What follows belongs to an exercise in optimizing a design on an open flow for small area, a short achievable clock period and few clock cycles; a production flow would make more cautious choices.
Only simulation tests tie the RTL to the original design; equivalence was not proved.
Power figures rest on the tool's default switching activity, not on a simulated workload.

$ cat flow/run.sh
#!/bin/bash
# synth_recipe.tcl (not shown) runs the flow's synth.tcl, then flattens the netlist and writes it again
# the make line also repeats each setting of config.mk as NAME=value (left out here)
make -C /OpenROAD-flow-scripts/flow DESIGN_CONFIG=/design/flow/config.mk WORK_HOME=/design/flow/orfs CLKGATE_MAP_FILE= SYNTH_SCRIPT=/design/flow/synth_recipe.tcl finish
$ cat flow/config.mk
export PLATFORM = sky130hd
export DESIGN_NAME = quantizer
export DESIGN_NICKNAME = quantizer
export VERILOG_FILES = /design/flow/design.v
export SDC_FILE = /design/flow/constraint.sdc
export NUM_CORES = 4
export LEC_CHECK = 0
export CAP_MARGIN = 20
export CORE_MARGIN = 2
export CORE_UTILIZATION = 40
export SLEW_MARGIN = 20
$ cat flow/constraint.sdc
create_clock -name core_clock -period 27.0 [get_ports {clk}]
set_input_delay 5.4000 -clock core_clock [delete_from_list [all_inputs] [get_ports {clk}]]
set_output_delay 5.4000 -clock core_clock [all_outputs]
set_load 0.01 [all_outputs]
$ cat flow/design.v
module fp_round (
    input  wire               sign,
    input  wire signed [10:0] exp_in,
    input  wire        [26:0] mx,
    output reg         [31:0] f
);
    reg [10:0] sh;
    reg [53:0] wide;
    reg [26:0] mxs;
    reg [9:0]  eb;
    reg [23:0] m;
    reg        inc;
    reg [33:0] sum;
    always @* begin
        if (exp_in <= 0) begin
            sh = 11'd1 - exp_in;
            if (sh > 11'd31) sh = 11'd31;
            wide = {mx, 27'b0} >> sh;
            mxs  = {wide[53:28], wide[27] | (|wide[26:0])};
            eb   = 10'd0;
        end else begin
            sh   = 11'd0;
            wide = 54'b0;
            mxs  = mx;
            eb   = exp_in[9:0] - 10'd1;
        end
        m   = mxs[26:3];
        inc = mxs[2] & (mxs[1] | mxs[0] | m[0]);
        sum = ({24'b0, eb} << 23) + {10'b0, m} + {33'b0, inc};
        if (mx == 27'b0)
            f = {sign, 31'b0};
        else if (sum >= 34'h07F800000)
            f = {sign, 8'hFF, 23'b0};
        else
            f = {sign, sum[30:0]};
    end
endmodule
module fp_add (
    input  wire [31:0] a,
    input  wire [31:0] b,
    output reg  [31:0] y
);
    wire        a_inf = (a[30:23] == 8'hFF);
    wire        b_inf = (b[30:23] == 8'hFF);
    wire        swap  = (a[30:0] < b[30:0]);
    wire [31:0] l     = swap ? b : a;
    wire [31:0] s     = swap ? a : b;
    wire [7:0]  el = (l[30:23] == 8'd0) ? 8'd1 : l[30:23];
    wire [7:0]  es = (s[30:23] == 8'd0) ? 8'd1 : s[30:23];
    wire [23:0] ml = {(l[30:23] != 8'd0), l[22:0]};
    wire [23:0] ms = {(s[30:23] != 8'd0), s[22:0]};
    wire [7:0]  d    = el - es;
    wire [5:0]  dcap = (d > 8'd31) ? 6'd31 : d[5:0];
    wire [58:0] s_sh = {ms, 3'b000, 32'b0} >> dcap;
    wire [26:0] ms_x = {s_sh[58:33], s_sh[32] | (|s_sh[31:0])};
    wire [26:0] ml_x = {ml, 3'b000};
    wire        eff_sub = l[31] ^ s[31];
    wire [27:0] sum  = eff_sub ? ({1'b0, ml_x} - {1'b0, ms_x})
                               : ({1'b0, ml_x} + {1'b0, ms_x});
    reg  [4:0]         lz;
    reg  [26:0]        mx;
    reg  signed [10:0] e;
    reg                rsign;
    wire [31:0]        rounded;
    integer            i;
    always @* begin
        lz = 5'd0;
        for (i = 0; i <= 26; i = i + 1)
            if (sum[i]) lz = 5'd26 - i[4:0];
        if (sum[27]) begin
            mx = {sum[27:2], sum[1] | sum[0]};
            e  = $signed({3'b0, el}) + 11'sd1;
        end else begin
            mx = sum[26:0] << lz;
            e  = $signed({3'b0, el}) - $signed({6'b0, lz});
        end
        rsign = (sum == 28'b0) ? (l[31] & s[31]) : l[31];
    end
    fp_round u_round (.sign(rsign), .exp_in(e), .mx(mx), .f(rounded));
    always @* begin
        if ((a_inf && a[22:0] != 0) || (b_inf && b[22:0] != 0) ||
            (a_inf && b_inf && (a[31] != b[31])))
            y = 32'h7FC00000;
        else if (a_inf)
            y = a;
        else if (b_inf)
            y = b;
        else
            y = rounded;
    end
endmodule
module fp_mul (
    input  wire [31:0] a,
    input  wire [31:0] b,
    output reg  [31:0] y
);
    wire        sign = a[31] ^ b[31];
    wire [7:0]  ea = (a[30:23] == 8'd0) ? 8'd1 : a[30:23];
    wire [7:0]  eb = (b[30:23] == 8'd0) ? 8'd1 : b[30:23];
    wire [23:0] ma = {(a[30:23] != 8'd0), a[22:0]};
    wire [23:0] mb = {(b[30:23] != 8'd0), b[22:0]};
    wire [47:0] p  = ma * mb;
    reg  [5:0]         lead;
    reg  [47:0]        pn;
    reg  [26:0]        mx;
    reg  signed [10:0] e;
    wire [31:0]        rounded;
    integer            i;
    always @* begin
        lead = 6'd0;
        for (i = 0; i < 48; i = i + 1)
            if (p[i]) lead = i[5:0];
        pn = p << (6'd47 - lead);
        mx = {pn[47:22], |pn[21:0]};
        e  = $signed({5'b0, lead}) + $signed({3'b0, ea}) + $signed({3'b0, eb}) - 11'sd173;
    end
    fp_round u_round (.sign(sign), .exp_in(e), .mx(mx), .f(rounded));
    always @* begin
        if (p == 48'b0)
            y = {sign, 31'b0};
        else
            y = rounded;
    end
endmodule
module fp_unpack_norm (
    input  wire [31:0]        a,
    output reg  [23:0]        m,
    output reg  signed [10:0] e
);
    wire [23:0] raw = {(a[30:23] != 8'd0), a[22:0]};
    wire [7:0]  ee  = (a[30:23] == 8'd0) ? 8'd1 : a[30:23];
    reg  [4:0]  lz;
    integer     i;
    always @* begin
        lz = 5'd0;
        for (i = 0; i < 24; i = i + 1)
            if (raw[i]) lz = 5'd23 - i[4:0];
        m = raw << lz;
        e = $signed({3'b0, ee}) - $signed({6'b0, lz});
    end
endmodule
module fp_from_u16 (
    input  wire [15:0] u,
    output reg  [31:0] f
);
    reg [3:0]  lead;
    reg [23:0] m;
    integer    i;
    always @* begin
        lead = 4'd0;
        for (i = 0; i < 16; i = i + 1)
            if (u[i]) lead = i[3:0];
        m = {8'b0, u} << (5'd23 - {1'b0, lead});
        if (u == 16'd0)
            f = 32'b0;
        else
            f = {1'b0, 8'd127 + {4'b0, lead}, m[22:0]};
    end
endmodule
module quantizer (
    input  wire        clk,
    input  wire        rst,
    input  wire        start,
    input  wire        op,
    input  wire [31:0] a,
    input  wire [31:0] qmin,
    input  wire [31:0] qmax,
    input  wire [7:0]  bits,
    output wire        ready,
    output reg         done,
    output reg  [2:0]  status,
    output reg  [31:0] result
);
    localparam [2:0] ST_OK         = 3'd0;
    localparam [2:0] ST_ERR_RANGE  = 3'd3;
    localparam [2:0] ST_ERR_DOMAIN = 3'd4;
    localparam [2:0] S_IDLE = 3'd0;
    localparam [2:0] S_PRE  = 3'd1;
    localparam [2:0] S_MUL  = 3'd2;
    localparam [2:0] S_NORM = 3'd3;
    localparam [2:0] S_DIV  = 3'd4;
    localparam [2:0] S_POST = 3'd5;
    localparam [2:0] S_ADD  = 3'd6;
    reg  [2:0]  state;
    reg         op_r;
    reg  [31:0] a_r, min_r, max_r;
    reg  [7:0]  bits_r;
    reg  [31:0] mul_a, mul_b;       
    reg  [31:0] den_r;              
    reg  [31:0] num_r;              
    reg  [16:0] smax_r;             
    reg  [31:0] q_r;                
    reg  [24:0] rem;
    reg  [23:0] dm;
    reg  [26:0] quo;
    reg  [4:0]  cnt;
    reg  signed [10:0] qexp;
    reg         qsign, qzero, qinf;
    assign ready = (state == S_IDLE);
    wire [16:0] smax     = (17'd1 << bits_r[4:0]) - 17'd1;
    wire        bits_bad = (bits_r < 8'd1) || (bits_r > 8'd16);
    wire        u_bad    = (a_r > {15'b0, smax});
    wire        min_fin  = (min_r[30:23] != 8'hFF);
    wire        max_fin  = (max_r[30:23] != 8'hFF);
    wire        x_nan    = (a_r[30:23] == 8'hFF) && (a_r[22:0] != 23'b0);
    function automatic f_lt;    
        input [31:0] x, y;
        begin
            if (x[30:0] == 31'b0 && y[30:0] == 31'b0)
                f_lt = 1'b0;
            else if (x[31] != y[31])
                f_lt = x[31];
            else if (!x[31])
                f_lt = (x[30:0] < y[30:0]);
            else
                f_lt = (x[30:0] > y[30:0]);
        end
    endfunction
    wire        range_bad = !min_fin || !max_fin || !f_lt(min_r, max_r);
    wire [31:0] xc = f_lt(a_r, min_r) ? min_r :
                     f_lt(max_r, a_r) ? max_r : a_r;
    wire [31:0] s_f, u_f;
    fp_from_u16 u_sf (.u(smax[15:0]), .f(s_f));
    fp_from_u16 u_uf (.u(a_r[15:0]), .f(u_f));
    wire [31:0] d_range;
    fp_add u_add_range (.a(max_r), .b({~min_r[31], min_r[30:0]}), .y(d_range));
    wire        d_inf = (d_range[30:23] == 8'hFF);
    wire [31:0] add2_a = (state == S_ADD) ? q_r : xc;
    wire [31:0] add2_b = (state == S_ADD) ? min_r : {~min_r[31], min_r[30:0]};
    wire [31:0] add2_y;
    fp_add u_add2 (.a(add2_a), .b(add2_b), .y(add2_y));
    wire [31:0] prod;
    fp_mul u_mul (.a(mul_a), .b(mul_b), .y(prod));
    wire [23:0]        num_m, den_m;
    wire signed [10:0] num_e, den_e;
    fp_unpack_norm u_nn (.a(num_r), .m(num_m), .e(num_e));
    fp_unpack_norm u_dn (.a(den_r), .m(den_m), .e(den_e));
    wire [26:0]        q_mx  = quo[26] ? {quo[26:1], quo[0] | (rem != 25'b0)}
                                       : {quo[25:0], (rem != 25'b0)};
    wire signed [10:0] q_e   = quo[26] ? qexp : (qexp - 11'sd1);
    wire [31:0]        q_rnd;
    fp_round u_qround (.sign(qsign), .exp_in(q_e), .mx(q_mx), .f(q_rnd));
    wire [31:0]        q_f = qinf  ? {qsign, 8'hFF, 23'b0} :
                             qzero ? {qsign, 31'b0} : q_rnd;
    reg  [16:0] q_int;
    always @* begin
        if (q_f[30:23] == 8'hFF || q_f[30:23] > 8'd143)
            q_int = smax_r;
        else if (q_f[30:23] < 8'd127)
            q_int = 17'd0;
        else
            q_int = {1'b1, q_f[22:7]} >> (8'd143 - q_f[30:23]);
        if (q_int > smax_r)
            q_int = smax_r;
    end
    always @(posedge clk) begin
        if (rst) begin
            state  <= S_IDLE;
            done   <= 1'b0;
            status <= ST_OK;
            result <= 32'b0;
        end else begin
            done <= 1'b0;
            case (state)
            S_IDLE: begin
                if (start) begin
                    op_r   <= op;
                    a_r    <= a;
                    min_r  <= qmin;
                    max_r  <= qmax;
                    bits_r <= bits;
                    state  <= S_PRE;
                end
            end
            S_PRE: begin
                smax_r <= smax;
                if (bits_bad || (op_r && u_bad)) begin
                    done   <= 1'b1;
                    status <= ST_ERR_RANGE;
                    result <= 32'b0;
                    state  <= S_IDLE;
                end else if (range_bad || (!op_r && x_nan) || d_inf) begin
                    done   <= 1'b1;
                    status <= ST_ERR_DOMAIN;
                    result <= 32'b0;
                    state  <= S_IDLE;
                end else begin
                    if (op_r) begin
                        mul_a <= u_f;
                        mul_b <= d_range;
                        den_r <= s_f;
                    end else begin
                        mul_a <= add2_y;
                        mul_b <= s_f;
                        den_r <= d_range;
                    end
                    state <= S_MUL;
                end
            end
            S_MUL: begin
                num_r <= prod;
                state <= S_NORM;
            end
            S_NORM: begin
                qsign <= num_r[31];
                qzero <= (num_r[30:0] == 31'b0);
                qinf  <= (num_r[30:23] == 8'hFF);
                rem   <= {1'b0, num_m};
                dm    <= den_m;
                qexp  <= num_e - den_e + 11'sd127;
                quo   <= 27'b0;
                cnt   <= 5'd26;
                state <= S_DIV;
            end
            S_DIV: begin
                if (rem >= {1'b0, dm}) begin
                    quo <= {quo[25:0], 1'b1};
                    rem <= (rem - {1'b0, dm}) << 1;
                end else begin
                    quo <= {quo[25:0], 1'b0};
                    rem <= rem << 1;
                end
                cnt <= cnt - 5'd1;
                if (cnt == 5'd0)
                    state <= S_POST;
            end
            S_POST: begin
                if (op_r) begin
                    q_r   <= q_f;
                    state <= S_ADD;
                end else begin
                    done   <= 1'b1;
                    status <= ST_OK;
                    result <= {15'b0, q_int};
                    state  <= S_IDLE;
                end
            end
            S_ADD: begin
                done   <= 1'b1;
                status <= ST_OK;
                result <= add2_y;
                state  <= S_IDLE;
            end
            default: state <= S_IDLE;
            endcase
        end
    end
endmodule
==> notes.md <==
==> synthesized netlist by cell type (all sizes together) (109+ instances only) <==
cell / n / area share (%)
buf: 131 / 0.75
inv: 936 / 4.0
nor4: 173 / 1.3
and3: 142 / 1.0
or3: 124 / 0.89
a211oi: 185 / 1.7
nand4: 168 / 1.2
nand3: 361 / 2.1
fa: 494 / 11
o22ai: 171 / 1.3
xnor2: 207 / 2.1
ha: 565 / 8.1
and2: 392 / 2.8
nand2b: 114 / 0.82
xor2: 109 / 1.1
clkbuf: 566 / 2.4
o21ai: 609 / 3.5
mux2i: 361 / 4.2
o211ai: 159 / 1.4
nand2: 1178 / 5.1
a21o: 189 / 1.6
a21oi: 724 / 4.2
nor3: 386 / 2.3
nor2: 960 / 4.2
edfxtp: 376 / 13
==> registers in the layout, indices dropped and copies added, names as in the netlist, 2 cells and up <==
signal  count
q_r        32
max_r      32
num_r      32
smax_r     17
dm         24
result     32
status      2
qexp       11
den_r      31
rem        25
a_r        32
cnt         5
mul_b      32
bits_r      8
mul_a      32
quo        27
state       3
min_r      32
==> layout make-up <==
cell class                 count  area share (%)
clock buffer                  59            1.38
antenna                        9          0.0234
tap                         2854            3.71
clock inverter                37           0.494
multi-input combinational   9441            71.5
inverter                     945            3.68
timing repair buffer         790            6.66
sequential                   414            12.5
==> layout by cell type (no fill, tap or decap), types with 158 or more instances in the layout <==
master | synthesis | routed
nand2_1 | 1177 | 1176
o21ai_0 | 566 | 560
o211ai_1 | 158 | 158
and2_1 | 383 | 381
buf_4 | 11 | 636
a211oi_1 | 177 | 175
a21oi_1 | 721 | 717
xnor2_1 | 207 | 207
inv_1 | 923 | 923
nor3_1 | 380 | 373
a21o_1 | 189 | 188
nand4_1 | 165 | 165
nor4_1 | 165 | 163
nand3_1 | 357 | 357
fa_1 | 494 | 494
mux2i_1 | 360 | 360
o22ai_1 | 161 | 161
ha_1 | 565 | 563
edfxtp_1 | 376 | 376
nor2_1 | 954 | 947
==> power breakdown <==
part	internal (mW)	switching, mW
clock	0.436	0.336
sequential	0.724	0.0189
combinational	1.47	3.20
==> per-layer routing <==
layer / vias up / share of wire (%) / global-route usage [%]
met5: - / 0.011 / 0
met4: 6 / 5.8 / 18.0
met3: 1050 / 8.5 / 5.27
met2: 5523 / 45 / 58.6
met1: 46893 / 41 / 48.2
li1: 42407 / - / -
==> worst max-delay path, delay by kind of cell, from the launching register on <==
kind / cells / cell delay [ns]
buf+inv: 8 / 1.42
flops: 1 / 0.61
fa+ha+maj: 8 / 2.43
simple gates: 35 / 9.47
mux: 3 / 1.11
xor+xnor: 2 / 0.63
compound gates: 38 / 9.76
==> kinds of logic (layout without fill, tap and decap cells) <==
kind of cell	count (synthesis)	count (layout)
and+or+nand+nor	4305	4305
AOI/OAI and AO/OA	3294	3294
buffers and inverters	1642	1831
adders and majority gates	1060	1060
muxes	465	465
DFF	414	414
xor gates and xnor gates	317	317
other	0	9
==> through the flow <==
step | instances | util [%] | hold WS, ns
5_1_grt | 14546 | 44.5 | 0.458
6_report | 14549 | 44.5 | 0.451
3_5_place_dp | 14436 | 43.6 | 0.406
4_1_cts | 14532 | 44.4 | 0.442
3_3_place_gp | 14436 | 43.6 | 0.407
2_1_floorplan | 11497 | - | 0.400
==> worst max path at each step <==
stage,from,endpoint,slack [ns],cells past startpoint
floorplan,min_r[12]$_DFFE_PP_,den_r[0]$_DFFE_PP_,3.58,89
global placement,a_r[29]$_DFFE_PP_,result[4]$_SDFFE_PP0P_,1.70,90
detailed placement,a_r[29]$_DFFE_PP_,result[2]$_SDFFE_PP0P_,1.45,90
CTS,max_r[29]$_DFFE_PP_,result[2]$_SDFFE_PP0P_,1.35,89
global route,a_r[15]$_DFFE_PP_,result[3]$_SDFFE_PP0P_,0.02,92
finish,a_r[15]$_DFFE_PP_,result[2]$_SDFFE_PP0P_,1.41,94
==> repair_timing <==
| action | 4_1_cts | 5_1_grt |
|---|---|---|
| setup buffers | 0 | 7 |
| setup endpoints to repair | 0 | 55 |
| hold buffers | 0 | 0 |
| resized for setup | 0 | 11 |
==> reports/metrics.cfg <==
[synthesis]
synthSimpleGateAreaFrac_pct = 24.4
synth.net_count = 12664
synthesis.area_per_instance_um2 = 7.56
edff_count_synth = 376
netlist_area_mm2 = 0.0869
yosys_most_used_dff = edfxtp_1
async_reset_ff_share_pct = 0
post_synth_mux_area_share_pct = 5.60
yosys.cell_types.count = 136
synth_fa_ha_area_share_pct = 19.5
synth.yosys.warnings = 6
dominant_combinational_cell_family_by_area_after_synthesis = compound AO/OA/AOI/OAI gates
synth-compound-area-share_pct = 26.1
synth_xor_area_share_pct = 3.21
postSynthRegisterBits = 414
synth_seq_area_share_pct = 13.9
synth_cells = 11497

[drt]
drc = 0
routed_wl_um = 421000
drt_pre_antenna_iters = 7
viasPerCell = 6.59
first_iter_violations = 12538
vias = 95879
route.detailed.wl_per_inst_um = 29.0
ant_nets = 0

[layout]
multi_input_comb_area_mm2 = 0.0689
design.final.nets = 12810
seqCellArea_mm2 = 0.0121
filler_cell_count = 21938
final_layout_size_suffix_gt1_share_pct = 9.42
flow.area_growth_from_synthesis_pct = 10.8
design_area_mm2 = 0.0963

[sta]
layout_worst_path_cycle_share_pct = 94.8
fin_skew_ns = 0.0496
worst_slack_ns = 1.41
worst-slew-pin-transition_ns = 1.23
finalMaxSlewViolations = 0
finalSetupViolCount = 0
hold_violations = 0
rsz_0062_raised_after_global_routing = no
max_freq_mhz = 39.1
fin_crit_ns = 25.59
setup_total_negative_slack_ns = 0
timing.slew.headroom_pct = 17.0

[clocking]
cts_num_sinks = 414
cts-htree-levels = 2
deepest_clock_path_buffer_count = 3
cts-buffers-inserted = 51
tritoncts = built
clock_pin_slew_on_the_worst_setup_and_hold_paths_ns = 0.06
clockRootBuffer = clkbuf_16
clock_latency_ns = 0.71

[status]
outcome = finished clean

[setup_path]
worst_r2r_endpoint = result[2]$_SDFFE_PP0P_
worst_r2r_path_depth = 94
end_kind = flip-flop
arrival_ns = 26.17
setup.worst_path.class = flip-flop to flip-flop
ff2ff_setup_slack_ns = 1.41
crit_fanout = 24
cp-start-kind = flip-flop
crit_required_ns = 27.58
most_frequent_cell_on_the_critical_path = a21oi_1
reg2reg_from = a_r[15]$_DFFE_PP_
slowest_stage = and2_1
cp_slowest_stage_delay_ns = 0.69

[floorplanning]
die-area_mm2 = 0.221
die_x_um = 470
starting_density_pct = 40.1
core_region_area_mm2 = 0.217
design.portCount = 145
rows = 171
dieHeight_um = 470

[power_and_ir_drop]
peakVddDrop_uv = 60.5
p_leak_nw = 40.1
power-per-cell-area_mw_per_mm2 = 64.2
finalPower_mw = 6.18

[placed_design]
gp_congestion = 1.06
hpwl_um = 336000
worst_setup_slack_before_clock_tree_synthesis_ns = 1.45
post_dp_cell_area_mm2 = 0.0944
buffer_ports.inserted = 144

[grt]
grt.total_usage_pct = 36.6
antenna_violations_before_repair = 20
grt_first_pass_wirelength_um = 619000
grt_start_max_net_pins = 79
first_global_vias = 91430
global_route.overflow_total = 0

[flow_run]
drv_cap = 0

[worst_hold_path]
hold_path_class = flip-flop to flip-flop
hold-path-endpoint = qsign$_DFFE_PP_
hold_path_depth = 0
hold_path_startpoint = num_r[31]$_DFFE_PP_

Testbench counts, summed over its fixed seeds: cycles 260,075.

separate check: timing with driven ports:
No port has a modelled driver above. Below, the same layout with a new extraction and two added sets of constraints. Step 1, drivers: a clkbuf_16 drives clk and a buf_2 each remaining input, both assumed. Step 2 times the ports against the registers' clock, not the clock port: input delays grow and output delays shrink by t, the midpoint of the rising clock arrivals with the driver on. Slacks: ideal / step 1 / step 2; pairs: ideal / step 1.
shift t [ns]: 0.770
setup slack, ns: 1.406 / 1.406 / 1.406
latest minus earliest clock arrival (ns): 0.055 / 0.055
After both steps setup and hold are still met in this run. The setup slack of this run moves by 0.000 ns with the drivers and by 0.000 ns with both steps.
